What follows belongs to an exercise in optimizing a design on an open flow for a short achievable clock period and few clock cycles; a production flow would make more cautious choices.
No functional check of the RTL was part of any run shown here.
No activity file was given, so power comes from the tool's default toggle rates.

File: flow/constraint.sdc
create_clock -name core_clock -period 5.0 [get_ports {clk}]
set_input_delay 1.0000 -clock core_clock [delete_from_list [all_inputs] [get_ports {clk}]]
set_output_delay 1.0000 -clock core_clock [all_outputs]
set_load 0.01 [all_outputs]
File: flow/design.v
module idxfp (
    input             clk,
    input             rst,             
    input             reset_capable,   
    input             poll,
    input      [31:0] now,
    output            busy,
    input             rx_avail,
    input       [7:0] rx_data,
    output            rx_pop,
    output            rdr_rst_n,
    output            ev_read,
    output            ev_remove,
    output     [39:0] ev_tag,
    input             cfg_req,
    input             cfg_we,
    input       [1:0] cfg_addr,
    input      [31:0] cfg_wdata,
    output     [31:0] cfg_rdata
);
    localparam [31:0] WAIT_RESET = 32'd1000;
    localparam [1:0] P_IDLE    = 2'd0;
    localparam [1:0] P_SETTLED = 2'd1;
    localparam [1:0] P_AWAIT   = 2'd2;
    localparam E_CHK = 0;
    localparam E_FRM = 1;
    localparam E_HEX = 2;
    localparam E_OVF = 3;
    reg         rc;          
    reg         act;         
    reg         pe;          
    reg  [3:0]  cnt;         
    reg         seen;        
    reg         f_rt;        
    reg         f_exp;       
    reg         nr, nm, np;  
    reg  [31:0] now_q;       
    reg  [32:0] dl_c;        
    reg  [7:0]  fb [0:5];
    reg  [3:0]  hold;
    reg  [3:0]  ncnt;
    reg         fd_err;
    reg         in_frame;
    reg  [1:0]  pstate;
    reg  [32:0] deadline;
    reg  [39:0] last_tag;
    reg  [31:0] wait_r;
    reg  [1:0]  ev_en;
    reg  [3:0]  errstat;
    reg  [31:0] cfg_rdata_q;
    wire       is_stx  = (rx_data == 8'h02);
    wire       is_etx  = (rx_data == 8'h03);
    wire       is_pad  = (rx_data == 8'h0D) || (rx_data == 8'h0A);
    wire       is_hexd = (rx_data[7:4] == 4'h3) && (rx_data[3:0] <= 4'h9);
    wire       is_hexl = (rx_data[7:3] == 5'b01000) && (rx_data[2:0] != 3'd0) && (rx_data[2:0] != 3'd7);
    wire       is_hex  = is_hexd || is_hexl;
    wire       is_inv  = !(is_stx || is_etx || is_pad || is_hex);
    wire [3:0] nib     = is_hexd ? rx_data[3:0] : (rx_data[3:0] + 4'd9);
    wire [7:0] fb_xor  = fb[0] ^ fb[1] ^ fb[2] ^ fb[3] ^ fb[4];
    wire       tag_ok  = !fd_err && (fb_xor == fb[5]);
    wire       take    = pe && rx_avail;         
    wire       endc    = act && !take;           
    wire       dec     = take && is_etx && tag_ok;
    wire       seen_n  = seen || dec;
    assign rx_pop    = take;
    assign busy      = act;
    assign ev_read   = nr && !take;
    assign ev_remove = nm && !take;
    assign rdr_rst_n = !(np && !take);
    assign ev_tag    = last_tag;
    assign cfg_rdata = cfg_rdata_q;
    wire need_n  = (seen_n && (f_rt || rc)) || (!seen_n && f_exp && ev_en[1]);
    wire last16  = take && (cnt == 4'd15) && !need_n;
    wire exp_new = rc && (pstate == P_AWAIT) && ({1'b0, now} >= deadline);
    integer i;
    always @(posedge clk) begin
        dl_c <= {1'b0, now_q} + {1'b0, wait_r};
        if (rst) begin
            rc          <= reset_capable;
            act         <= 1'b0;
            pe          <= 1'b0;
            cnt         <= 4'd0;
            seen        <= 1'b0;
            f_rt        <= 1'b0;
            f_exp       <= 1'b0;
            nr          <= 1'b0;
            nm          <= 1'b0;
            np          <= 1'b0;
            now_q       <= 32'd0;
            for (i = 0; i < 6; i = i + 1)
                fb[i] <= 8'd0;
            hold        <= 4'd0;
            ncnt        <= 4'd0;
            fd_err      <= 1'b1;
            in_frame    <= 1'b0;
            pstate      <= P_IDLE;
            deadline    <= 33'd0;
            last_tag    <= 40'd0;
            wait_r      <= WAIT_RESET;
            ev_en       <= 2'd0;
            errstat     <= 4'd0;
            cfg_rdata_q <= 32'd0;
        end else begin
            if (poll && !rx_avail) begin
                if (exp_new)
                    pstate <= P_IDLE;
            end
            if (endc || last16) begin
                if (seen_n) begin
                    pstate <= rc ? P_AWAIT : P_SETTLED;
                    if (rc) deadline <= dl_c;
                end else if (f_exp) begin
                    pstate <= P_IDLE;
                end
            end
            if (poll) begin
                act   <= rx_avail || (exp_new && ev_en[1]);
                pe    <= rx_avail;
                cnt   <= 4'd0;
                seen  <= 1'b0;
                now_q <= now;
                f_rt  <= ev_en[0] && (!rc || pstate != P_AWAIT);
                f_exp <= exp_new;
                nr    <= 1'b0;
                np    <= 1'b0;
                nm    <= exp_new && ev_en[1];
            end else if (take) begin
                cnt  <= cnt + 4'd1;
                pe   <= (cnt != 4'd15);
                if (cnt == 4'd15)
                    act <= need_n;
                seen <= seen_n;
                nr   <= seen_n && f_rt;
                np   <= seen_n && rc;
                nm   <= !seen_n && f_exp && ev_en[1];
            end else if (endc) begin
                act <= 1'b0;
                pe  <= 1'b0;
                nr  <= 1'b0;
                nm  <= 1'b0;
                np  <= 1'b0;
            end
            if (cfg_req) begin
                if (cfg_we) begin
                    case (cfg_addr)
                    2'd0: wait_r  <= cfg_wdata;
                    2'd1: ev_en   <= cfg_wdata[1:0];
                    2'd2: errstat <= errstat & ~cfg_wdata[3:0];
                    default: ;
                    endcase
                end else begin
                    case (cfg_addr)
                    2'd0:    cfg_rdata_q <= wait_r;
                    2'd1:    cfg_rdata_q <= {30'd0, ev_en};
                    2'd2:    cfg_rdata_q <= {28'd0, errstat};
                    default: cfg_rdata_q <= 32'd0;
                    endcase
                end
            end
            if (take) begin
                if (is_stx) begin
                    if (in_frame)
                        errstat[E_FRM] <= 1'b1;
                    ncnt     <= 4'd0;
                    fd_err   <= 1'b0;
                    in_frame <= 1'b1;
                end else if (is_etx) begin
                    if (!fd_err) begin
                        if (tag_ok)
                            last_tag <= {fb[0], fb[1], fb[2], fb[3], fb[4]};
                        else if (in_frame)
                            errstat[E_CHK] <= 1'b1;
                    end
                    in_frame <= 1'b0;
                end else if (is_hex) begin
                    if (!fd_err) begin
                        if (ncnt == 4'd12) begin
                            fd_err <= 1'b1;
                            if (in_frame)
                                errstat[E_OVF] <= 1'b1;
                        end else if (!ncnt[0]) begin
                            hold <= nib;
                            ncnt <= ncnt + 4'd1;
                        end else begin
                            fb[ncnt[3:1]] <= {hold, nib};
                            ncnt <= ncnt + 4'd1;
                        end
                    end
                end else if (is_inv) begin
                    if (!fd_err) begin
                        fd_err <= 1'b1;
                        if (in_frame)
                            errstat[E_HEX] <= 1'b1;
                    end
                end
            end
        end
    end
endmodule
File: flow/run.sh
#!/bin/bash
# synth_recipe.tcl (not shown) runs the flow's synth.tcl, then flattens the netlist and writes it again
# the make line also repeats each setting of config.mk as NAME=value (left out here)
make -C /OpenROAD-flow-scripts/flow DESIGN_CONFIG=/design/flow/config.mk WORK_HOME=/design/flow/orfs CLKGATE_MAP_FILE= SYNTH_SCRIPT=/design/flow/synth_recipe.tcl finish
File: flow/config.mk
export PLATFORM = sky130hd
export DESIGN_NAME = idxfp
export DESIGN_NICKNAME = idxfp
export VERILOG_FILES = /design/flow/design.v
export SDC_FILE = /design/flow/constraint.sdc
export NUM_CORES = 4
export LEC_CHECK = 0
export CAP_MARGIN = 20
export CORE_MARGIN = 2
export CORE_UTILIZATION = 40
export SLEW_MARGIN = 20
==> results of run 1 <==
flip-flops by register name, summed over array words and instances, names as in the netlist, 32 cells and up:
signal / count
last_tag: 40
wait_r: 32
cfg_rdata_q: 32
deadline: 33
fb: 48
dl_c: 33
now_q: 32
layout make-up:
| cell class | count | area [sq um] |
|---|---|---|
| diodes | 3 | 7.51 |
| repair buffers | 169 | 1670 |
| flip-flops and latches | 281 | 6120 |
| well taps | 402 | 503 |
| fillers | 2988 | 15900 |
| inverters | 62 | 233 |
| clock buffers | 41 | 833 |
| multi-input cells | 946 | 6160 |
| clock inverters | 15 | 73.8 |
synthesized netlist by cell type (24+ instances only):
| cell type | count |
|---|---|
| dfxtp_1 | 232 |
| xnor2_1 | 40 |
| clkbuf_1 | 54 |
| mux2i_1 | 83 |
| nand2_1 | 176 |
| nor2_1 | 198 |
| nand3_1 | 24 |
| a21o_1 | 24 |
| edfxtp_1 | 49 |
| inv_1 | 62 |
| a22oi_1 | 32 |
| a21oi_1 | 107 |
| ha_1 | 73 |
stage by stage:
| stage | instance area (sq um) | power (mW) | utilization [%] | hold WS [ps] |
|---|---|---|---|---|
| after global placement | 14700 | 2.84 | 46.6 | 419 |
| after floorplan | 12700 | 2.69 | - | 417 |
| after CTS | 15600 | 4.91 | 49.5 | 430 |
| after detailed placement | 14700 | 2.85 | 46.6 | 425 |
| final | 15600 | 4.84 | 49.5 | 425 |
| after global routing | 15600 | 5.04 | 49.5 | 441 |
worst max-delay path by stage:
stage	to	slack, ps	depth (start not counted)
after global placement	fb[2][6]	370	10
final	fb[1][4]	850	10
after detailed placement	fb[3][3]	280	10
after global routing	fb[1][1]	700	10
after CTS	fb[3][1]	870	10
after floorplan	fb[4][0]	1140	6
power groups by stage:
stage | clock, mW | sequential (mW) | combinational [mW]
2_1_floorplan | 0 | 2.44 | 0.246
3_3_place_gp | 0 | 2.46 | 0.387
3_5_place_dp | 0 | 2.46 | 0.392
4_1_cts | 2.10 | 2.41 | 0.395
5_1_grt | 2.19 | 2.41 | 0.434
6_report | 2.04 | 2.41 | 0.391
worst min-delay path, cell delays in order (launching register included):
cell and delay, ps:
dfxtp_1 290, nand2_1 50, a21oi_1 50
layer usage:
metal | GRT usage (%) | vias to the layer above | share of wire, %
li1 | - | 4958 | -
met1 | 24.9 | 4566 | 47
met2 | 32.0 | 216 | 46
met3 | 4.19 | 47 | 5.3
met4 | 5.13 | 4 | 2.1
met5 | 0 | - | 0.078
cells by family (layout without fill, tap and decap cells):
kind of cell	count (synthesis)	in the layout	synth area share (%)
and+or+nand+nor	475	475	16.1
DFF	281	281	48.0
AOI/OAI and AO/OA	248	248	12.8
buffers and inverters	128	287	3.91
muxes	84	84	6.61
adders and majority gates	74	74	7.32
xor gates and xnor gates	65	65	5.33
other	0	3	0
==> run summary, run 1 <==
layout cells sized above 1 4.69%; dpl cells 1,860; Slew @ Worst Pin 998 ps; hold_buf cts 0; r2r setup slk 1750 ps; Area Overhead vs Synth 22.4%; most frequent cells in the layout 232 x dfxtp_1, 197 x nor2_1, 176 x nand2_1; CP Max Fanout 9; clk sinks 281; Sw Ratio 23.3%; Post-synth EDFFs 49; Final Hold Viols 0; Distinct cells, synth 64; switching power total 1.13 mW; Sum Neg Setup Slack 0 ps; Final Skew 13.3 ps; clock root buffer clkbuf_16; antenna-violating nets left 0; Mapped Nets 1,510; worst setup path class input port to flip-flop; Layout Nets 1,645; Clock Path Buffers 3; RR Endpoint dl_c[31]; worst path required time 5220 ps; first-pass detailed-route iteration total 5; HPWL Detailed 23.2 mm; initial DRC count 507; crit path buf inv count 1; yosys warns 1; core area 31,500 sq um; drt wl/cell 16.7 microns; vias in the first global route 9,489; hold crit path type flip-flop to flip-flop; Yosys reg bits 281; critical hold path startpoint dl_c[32]; Layout Cells excl Fill 1,919; CTS tree done; Combinational Power Share 8.1%; hold depth 2; Seq pwr share 49.7%; Top Ports 158; Synth Instances 1,355; pre-CTS WS 282 ps; Worst Hold Path EP deadline[32]; area leader, netlist dfxtp_1; Critical Path Start rx_data[0]; CP top delay family simple AND/OR/NAND/NOR gates; Horiz. Die Dim 182 microns; cell row count 65; asr flop ratio synth 0%; LEAKAGE 6.01 nW; Main synth FF type dfxtp_1; Via Count 9,791; Port Buffers 157; Starting Density 40.5%; Slowest cell on crit path or4_1; Final Max Tran Viols 0; VDD IR max 248 uV; H-Tree Level Count 1; most common cell after layout, fill and taps aside dfxtp_1; WL final 32.1 mm; Critical Path Max Stage Delay 600 ps; fmax 0.241 GHz; status no timing/DRC/antenna violations; Critical Path Start Type input port; top post-synthesis cells by area dfxtp_1 36%, edfxtp_1 12%, ha_1 7.2%, mux2i_1 6.5%, nor2_1 5.8%; PnR worst setup slack 855 ps; first-pass GRT wire length 51.2 mm; Clock power frac 42.2%; Tmin final 4150 ps; Die Y 182 microns; Mapped Area 12,700 sq um; max_cap viols 0; clk slew on worst S/H paths 60 ps; Die Area 33,300 sq um; final setup fails 0; TritonCTS Buffers 30; worst r2r path cells 9; Synth Area per Inst 9.40 sq um; post-CTS setup buffers 0; routability cong. 0.835; gr ovfl total 0; P_int 3.71 mW; CP arrival 4370 ps; via-per-instance ratio 5.10; initial antenna violation count 5; RSZ-0062 raised after global routing false; Critical Path End Type flip-flop; largest net degree at the start of global routing 102; register area share after synthesis 48.0%; pwr dens 311 nW/um^2; fin crit share 82.9%; relative max-transition margin 33.5%; RR Startpoint wait_r[1]; Synth top area share 36.4%; GRT Util Overall 19.1%; # DRC 0; CTS resizes 0; CP Cell Sequence clkdlybuf4s50_1, ha_1, ha_1, or4b_4, a2111oi_4, o21ai_4, nor3_2, nand2_1, or4_1, nand2_1; clk latency of the worst-skew pair 560 ps
==> run 2: changes to the inputs <==
--- a/flow/config.mk
+++ b/flow/config.mk
@@ -5,7 +5,9 @@
 export SDC_FILE = /design/flow/constraint.sdc
 export NUM_CORES = 4
 export LEC_CHECK = 0
+export ABC_CLOCK_PERIOD_IN_PS = 2000
 export CAP_MARGIN = 20
 export CORE_MARGIN = 2
 export CORE_UTILIZATION = 40
+export SETUP_SLACK_MARGIN = 2.7
 export SLEW_MARGIN = 20
==> run 2 against run 1 <==
Net effect: largest power group unchanged; flip-flop and latch count stayed put; register-to-register slack improved by 590 ps; fmax increased by 34%; final cell count up 4.4%; design area up 14%.
==> run summary, run 2 <==
status no timing/DRC/antenna violations; initial antenna violation count 4 (-1); Synth Area per Inst 9.40 sq um (unchanged); Synth top cells by count 232 x dfxtp_1, 198 x nor2_1, 176 x nand2_1, 107 x a21oi_1, 83 x mux2i_1; P_int 3.97 mW (+6.8%); Area Overhead vs Synth 39.3%; GR Util met1 25.0% (+0.082 points); max_cap viols 0 (unchanged); Mapped Area 12,700 sq um (unchanged); GRT Util Overall 20.6% (+1.5 points); Main synth FF type dfxtp_1; largest net degree at the start of global routing 80 (-22%); design area 17,800 sq um (+14%); CTS tree done; fillcell total 2,701 (-9.6%); hold_ws 429 ps (+3.97 ps); Critical Path Start rx_data[1]; final setup fails 0 (unchanged); Critical Path Max Stage Delay 610 ps (about the same); gr ovfl total 0 (unchanged); area leader, netlist dfxtp_1; most frequent cells in the layout 218 x dfxtp_1, 164 x nor2_1, 160 x nand2_1; Seq pwr share 46.6% (-3.1 points); most common cell after layout, fill and taps aside dfxtp_1; yosys warns 1 (unchanged); Starting Density 40.5% (unchanged); Die Area 33,300 sq um (unchanged); Yosys reg bits 281 (unchanged); most frequent cell after synthesis dfxtp_1; Tmin final 3100 ps (-1050 ps); fin crit share 62.0% (-21 points); Critical Path End Type flip-flop; drt wl/cell 17.7 microns (+5.6%); fin util 56.4% (+6.9 points); Combinational Power Share 9.6% (+1.5 points); RR Startpoint wait_r[0]; routability cong. 0.812 (-2.8%); Clock Path Buffers 3 (unchanged); Reg with most FFs fb; Sw Ratio 23.5% (+0.15 points); WL final 35.4 mm (+10%); # DRC 0 (unchanged); Final Hold Viols 0 (unchanged); first-pass detailed-route iteration total 5 (unchanged); Largest register FFs 48 (unchanged); Slowest cell on crit path or4_4; Post-DP Area 14,900 sq um (+1.4%); GRT busiest layer met2; fmax 0.323 GHz (+34%); RSZ-0062 raised after global routing true; antenna-violating nets left 0 (unchanged); top flop regs fb: 48 flops, last_tag: 40 flops; hold crit path type flip-flop to flip-flop; CP top delay family simple AND/OR/NAND/NOR gates; PnR worst setup slack 1900 ps (+1050 ps); Post-synth EDFFs 49 (unchanged); top post-synthesis cells by area dfxtp_1 36%, edfxtp_1 12%, ha_1 7.2%, mux2i_1 6.5%, nor2_1 5.8%; Slew @ Worst Pin 939 ps (-59.2 ps); Distinct cells, synth 64 (unchanged); Die Y 182 microns (unchanged); LEAKAGE 7.11 nW (+18%); TritonCTS Buffers 31 (+3.3%); first-pass GRT wire length 55.0 mm (+7.6%); relative max-transition margin 37.3% (+3.8 points); pre-CTS WS 651 ps (+369 ps); met2 usage 37.4% (+5.4 points); clock root buffer clkbuf_16; Top Ports 158 (unchanged); Final Skew 13.9 ps (+0.585 ps); CP arrival 3360 ps (-1010 ps); Mapped Nets 1,510 (unchanged); cell row count 65 (unchanged); worst setup path class input port to flip-flop; asr flop ratio synth 0% (unchanged); Horiz. Die Dim 182 microns (unchanged); H-Tree Level Count 1 (unchanged); register area share after synthesis 48.0% (unchanged); Sum Neg Setup Slack 0 ps (unchanged); Final Max Tran Viols 0 (unchanged); Synth Instances 1,355 (unchanged); critical hold path startpoint dl_c[8]; Port Buffers 157 (unchanged); most frequent CP cell ha_4; CP Max Fanout 8 (-1); crit path buf inv count 1 (unchanged); switching power total 1.22 mW (+7.7%); Critical Path Start Type input port; HPWL Detailed 23.4 mm (+0.56%); met3 usage 4.19% (unchanged); core area 31,500 sq um (unchanged); CP Cell Sequence buf_8, ha_4, ha_4, or4b_4, a2111oi_4, o21ai_4, nor3_4, nand2_2, or4_4, nand2_8; Synth top area share 36.4% (unchanged); initial DRC count 455 (-10%); via-per-instance ratio 5.19 (+1.6%); layout cells sized above 1 23.4% (+19 points); clk slew on worst S/H paths 60 ps (about the same); VDD IR max 244 uV (-1.5%); pwr dens 292 nW/um^2 (-6.0%); Layout Nets 1,732 (+5.3%); Via Count 10,400 (+6.1%); clk latency of the worst-skew pair 560 ps (about the same); Clock power frac 43.8% (+1.6 points); worst path required time 5260 ps (+40 ps); vias in the first global route 10,100 (+6.4%); clk sinks 281 (unchanged)
run 2: cell counts after synthesis:
No cell type changed its count.
run 2: path summary, 6_finish.rpt:
| path | end | slack [ps] | depth (start not counted) |
|---|---|---|---|
| setup / recovery | fb[3][7] | 1900 | 10 |
| hold / removal | deadline[8] | 430 | 2 |
| setup reg to reg | dl_c[22] | 2340 | 14 |
| hold reg to reg | deadline[8] | 430 | 2 |
run 2: worst min-delay path: cells and delay by family, from the launching register on:
kind / cells / cell delay (ps)
flip-flops: 1 / 300
AO/OA/AOI/OAI: 1 / 50
AND/OR/NAND/NOR: 1 / 40
run 2: repair_timing:
item                                   in CTS  in global routing
setup buffers                              78                 11
setup endpoints to repair                 311                181
endpoints found under the hold margin       0                  0
gates resized for setup                   393                123
hold buffers                                0                  0
pin swaps                                 105                 79
run 2: final cells by class:
| type | instances | area, sq um | area share [%] |
|---|---|---|---|
| multi-input combinational | 946 | 7480 | 42.1 |
| clock inverter | 11 | 104 | 0.585 |
| clock buffer | 45 | 908 | 5.12 |
| tap | 402 | 503 | 2.83 |
| inverter | 62 | 243 | 1.37 |
| sequential | 281 | 6140 | 34.6 |
| timing repair buffer | 255 | 2370 | 13.3 |
| antenna | 1 | 2.50 | 0.0141 |
run 2: cells by family (layout without fill, tap and decap cells):
| group | after synthesis | in the layout | synth area share, % |
|---|---|---|---|
| AND/OR/NAND/NOR | 475 | 475 | 16.1 |
| flip-flops | 281 | 281 | 48.0 |
| AO/OA/AOI/OAI | 248 | 248 | 12.8 |
| buffers and inverters | 128 | 373 | 3.91 |
| multiplexers | 84 | 84 | 6.61 |
| adder cells (fa/ha/maj) | 74 | 74 | 7.32 |
| XOR/XNOR | 65 | 65 | 5.33 |
| other | 0 | 1 | 0 |
run 2: metrics by stage:
step,power [mW],std cells
2_1_floorplan,2.70,1355
3_3_place_gp,2.86,1857
3_5_place_dp,2.86,1857
4_1_cts,5.19,1991
5_1_grt,5.36,2002
6_report,5.18,2003
run 2: layer usage:
layer / wire length (microns) / vias up
li1: - / 5135
met1: 14900 / 4939
met2: 17800 / 235
met3: 1700 / 71
met4: 946 / 6
met5: 41 / -
run 2: power by group through the flow:
stage / Sequential (mW) / Combinational, mW / Clock [mW]
after floorplan: 2.44 / 0.257 / 0
after global placement: 2.46 / 0.401 / 0
after detailed placement: 2.46 / 0.406 / 0
after CTS: 2.41 / 0.467 / 2.31
after global routing: 2.42 / 0.541 / 2.40
final: 2.41 / 0.498 / 2.27
==> run 3: changes to the inputs <==
--- a/flow/config.mk
+++ b/flow/config.mk
@@ -5,7 +5,7 @@
 export SDC_FILE = /design/flow/constraint.sdc
 export NUM_CORES = 4
 export LEC_CHECK = 0
-export ABC_CLOCK_PERIOD_IN_PS = 2000
+export ABC_CLOCK_PERIOD_IN_PS = 200
 export CAP_MARGIN = 20
 export CORE_MARGIN = 2
 export CORE_UTILIZATION = 40
==> run 3 against run 2 <==
Net effect: hold slack stayed put; highest routed layer unchanged; design area did not move; largest power group unchanged; combinational power hardly changed.
==> run summary, run 3 <==
antenna-violating nets left 0 (unchanged); fillcell total 2,701 (unchanged); Critical Path Max Stage Delay 610 ps (about the same); Final Skew 13.9 ps (unchanged); Synth Instances 1,355 (unchanged); vias in the first global route 10,100 (unchanged); hold_buf cts 0 (unchanged); Slowest cell on crit path or4_4; Main synth FF type dfxtp_1; Synth top cells by count 232 x dfxtp_1, 198 x nor2_1, 176 x nand2_1, 107 x a21oi_1, 83 x mux2i_1; Synth top area share 36.4% (unchanged); relative max-transition margin 37.3% (unchanged); most frequent CP cell ha_4; Die Y 182 microns (unchanged); register area share after synthesis 48.0% (unchanged); status no timing/DRC/antenna violations; Critical Path Start Type input port; HPWL Detailed 23.4 mm (unchanged); CP Max Fanout 8 (unchanged); critical hold path startpoint dl_c[8]; flip-flop and latch area 6140 sq um (unchanged); Layout Nets 1,732 (unchanged); Worst Hold Path EP deadline[8]; largest net degree at the start of global routing 80 (unchanged); Via Count 10,400 (unchanged); Largest register FFs 48 (unchanged); multi-input logic area 7480 sq um (unchanged); layout cells sized above 1 23.4% (unchanged); crit path buf inv count 1 (unchanged); max_cap viols 0 (unchanged); RR Endpoint dl_c[22]; Distinct cells, synth 64 (unchanged); worst setup path class input port to flip-flop; Mapped Nets 1,510 (unchanged); RR Startpoint wait_r[0]; Yosys reg bits 281 (unchanged); PnR worst setup slack 1900 ps (unchanged); LEAKAGE 7.11 nW (unchanged); first-pass GRT wire length 55.0 mm (unchanged); most frequent cell after synthesis dfxtp_1; Mapped Area 12,700 sq um (unchanged); final setup fails 0 (unchanged); CP top delay family simple AND/OR/NAND/NOR gates; Sum Neg Setup Slack 0 ps (unchanged); CTS tree done; top post-synthesis cells by area dfxtp_1 36%, edfxtp_1 12%, ha_1 7.2%, mux2i_1 6.5%, nor2_1 5.8%; CP Cell Sequence buf_8, ha_4, ha_4, or4b_4, a2111oi_4, o21ai_4, nor3_4, nand2_2, or4_4, nand2_8; asr flop ratio synth 0% (unchanged); TritonCTS Buffers 31 (unchanged); area leader, netlist dfxtp_1; clk latency of the worst-skew pair 560 ps (about the same); clk slew on worst S/H paths 60 ps (about the same); via-per-instance ratio 5.19 (unchanged); hold crit path type flip-flop to flip-flop; Die Area 33,300 sq um (unchanged); drt wl/cell 17.7 microns (unchanged); worst path required time 5260 ps (about the same); pre-CTS WS 651 ps (unchanged); Post-synth EDFFs 49 (unchanged); initial antenna violation count 4 (unchanged); Starting Density 40.5% (unchanged); GRT Util Overall 20.6% (unchanged); top flop regs fb: 48 flops, last_tag: 40 flops; gr ovfl total 0 (unchanged); Port Buffers 157 (unchanged); hold depth 2 (unchanged); fin util 56.4% (unchanged); Synth Area per Inst 9.40 sq um (unchanged); r2r setup slk 2340 ps (about the same); first-pass detailed-route iteration total 5 (unchanged); Final Max Tran Viols 0 (unchanged); Top Ports 158 (unchanged); H-Tree Level Count 1 (unchanged); fin crit share 62.0% (unchanged); Critical Path Start rx_data[1]; design area 17,800 sq um (unchanged); Clock Path Buffers 3 (unchanged); Horiz. Die Dim 182 microns (unchanged); Area Overhead vs Synth 39.3% (unchanged); Slew @ Worst Pin 939 ps (unchanged); # DRC 0 (unchanged); CP arrival 3360 ps (about the same); most common cell after layout, fill and taps aside dfxtp_1; Reg with most FFs fb; pwr dens 292 nW/um^2 (unchanged); yosys warns 1 (unchanged); clock root buffer clkbuf_16; cell row count 65 (unchanged); RSZ-0062 raised after global routing true; clk sinks 281 (unchanged); VDD IR max 244 uV (unchanged); worst r2r path cells 14 (unchanged); Final Hold Viols 0 (unchanged); routability cong. 0.812 (unchanged); WL final 35.4 mm (unchanged); post-layout power 5.18 mW (unchanged); Post-DP Area 14,900 sq um (unchanged); Critical Path End Type flip-flop; core area 31,500 sq um (unchanged); initial DRC count 455 (unchanged); fmax 0.323 GHz (unchanged); Tmin final 3100 ps (unchanged); most frequent cells in the layout 218 x dfxtp_1, 164 x nor2_1, 160 x nand2_1
run 3: cell counts after synthesis:
Identical to the previous run, type by type.
run 3: power breakdown:
| part | leakage [nW] | internal (mW) | switching, mW |
|---|---|---|---|
| Combinational | 4.22 | 0.249 | 0.249 |
| Sequential | 2.39 | 2.37 | 0.0443 |
| Clock | 0.499 | 1.35 | 0.922 |
| Total | 7.11 | 3.97 | 1.22 |
run 3: worst max path at each step:
stage | endpoint | cells past startpoint
after floorplan | fb[1][0] | 10
after global placement | fb[2][7] | 10
after detailed placement | fb[2][0] | 10
after CTS | fb[1][7] | 10
after global routing | fb[3][4] | 10
final | fb[3][7] | 10
run 3: cell type report:
| class | instances | share of cell area (%) |
|---|---|---|
| Antenna cell | 1 | 0.0141 |
| Clock buffer | 45 | 5.12 |
| Clock inverter | 11 | 0.585 |
| Inverter | 62 | 1.37 |
| Multi-Input combinational cell | 946 | 42.1 |
| Sequential cell | 281 | 34.6 |
| Tap cell | 402 | 2.83 |
| Timing Repair Buffer | 255 | 13.3 |
run 3: worst reg2reg max path: cells and delay by family (launching register included):
kind | cells | cell delay (ps)
and+or+nand+nor | 1 | 50
AOI/OAI and AO/OA | 6 | 1200
adders and majority gates | 2 | 370
buffers and inverters | 4 | 500
DFF | 1 | 360
xor gates and xnor gates | 1 | 120
run 3: cells by family (layout without fill, tap and decap cells):
logic type      Yosys count  count (layout)  share of synthesized area (%)
other cells               0               1                              0
simple gates            475             475                           16.1
buf+inv                 128             373                           3.91
flops                   281             281                           48.0
mux                      84              84                           6.61
xor+xnor                 65              65                           5.33
compound gates          248             248                           12.8
fa+ha+maj                74              74                           7.32
run 3: repair_timing:
action                                  in CTS  in global routing
resized for setup                          393                123
endpoints found under the setup margin     311                181
pin swaps                                  105                 79
setup buffers                               78                 11
run 3: layer usage:
layer,part of all wire [%],track usage (%)
met4,2.7,4.94
met3,4.8,4.19
met2,50,37.4
met1,42,25.0
met5,0.12,0
run 3: stage by stage:
step	cells	hold slack [ps]
floorplan	1355	417
global placement	1857	419
detailed placement	1857	424
CTS	1991	430
global route	2002	437
finish	2003	429

[re-timing with driven ports]
How much do the figures lean on ideal ports? The routed layouts below were timed once more, with nothing changed but the port constraints.
Step 1: set_driving_cell puts a clkbuf_16 on clk and a buf_2 on each other input, an assumption about the parent block.
Step 2 times the ports against the registers' clock, not the clock port: input delays grow and output delays shrink by t, the midpoint of the rising clock arrivals with the driver on.
Slacks: ideal ports / drivers / drivers and shift; pairs: ideal ports / drivers.
run	t, ns	setup slack, ns	worst setup path at the end	clock arrival spread, ns
run 1	0.601	0.855 / 0.884 / 0.282	input to register	0.013 / 0.013
run 2	0.601	1.902 / 1.906 / 1.305	input to register	0.016 / 0.016
run 3	0.601	1.902 / 1.906 / 1.305	input to register	0.016 / 0.016
After both steps setup and hold are still met in every run listed.
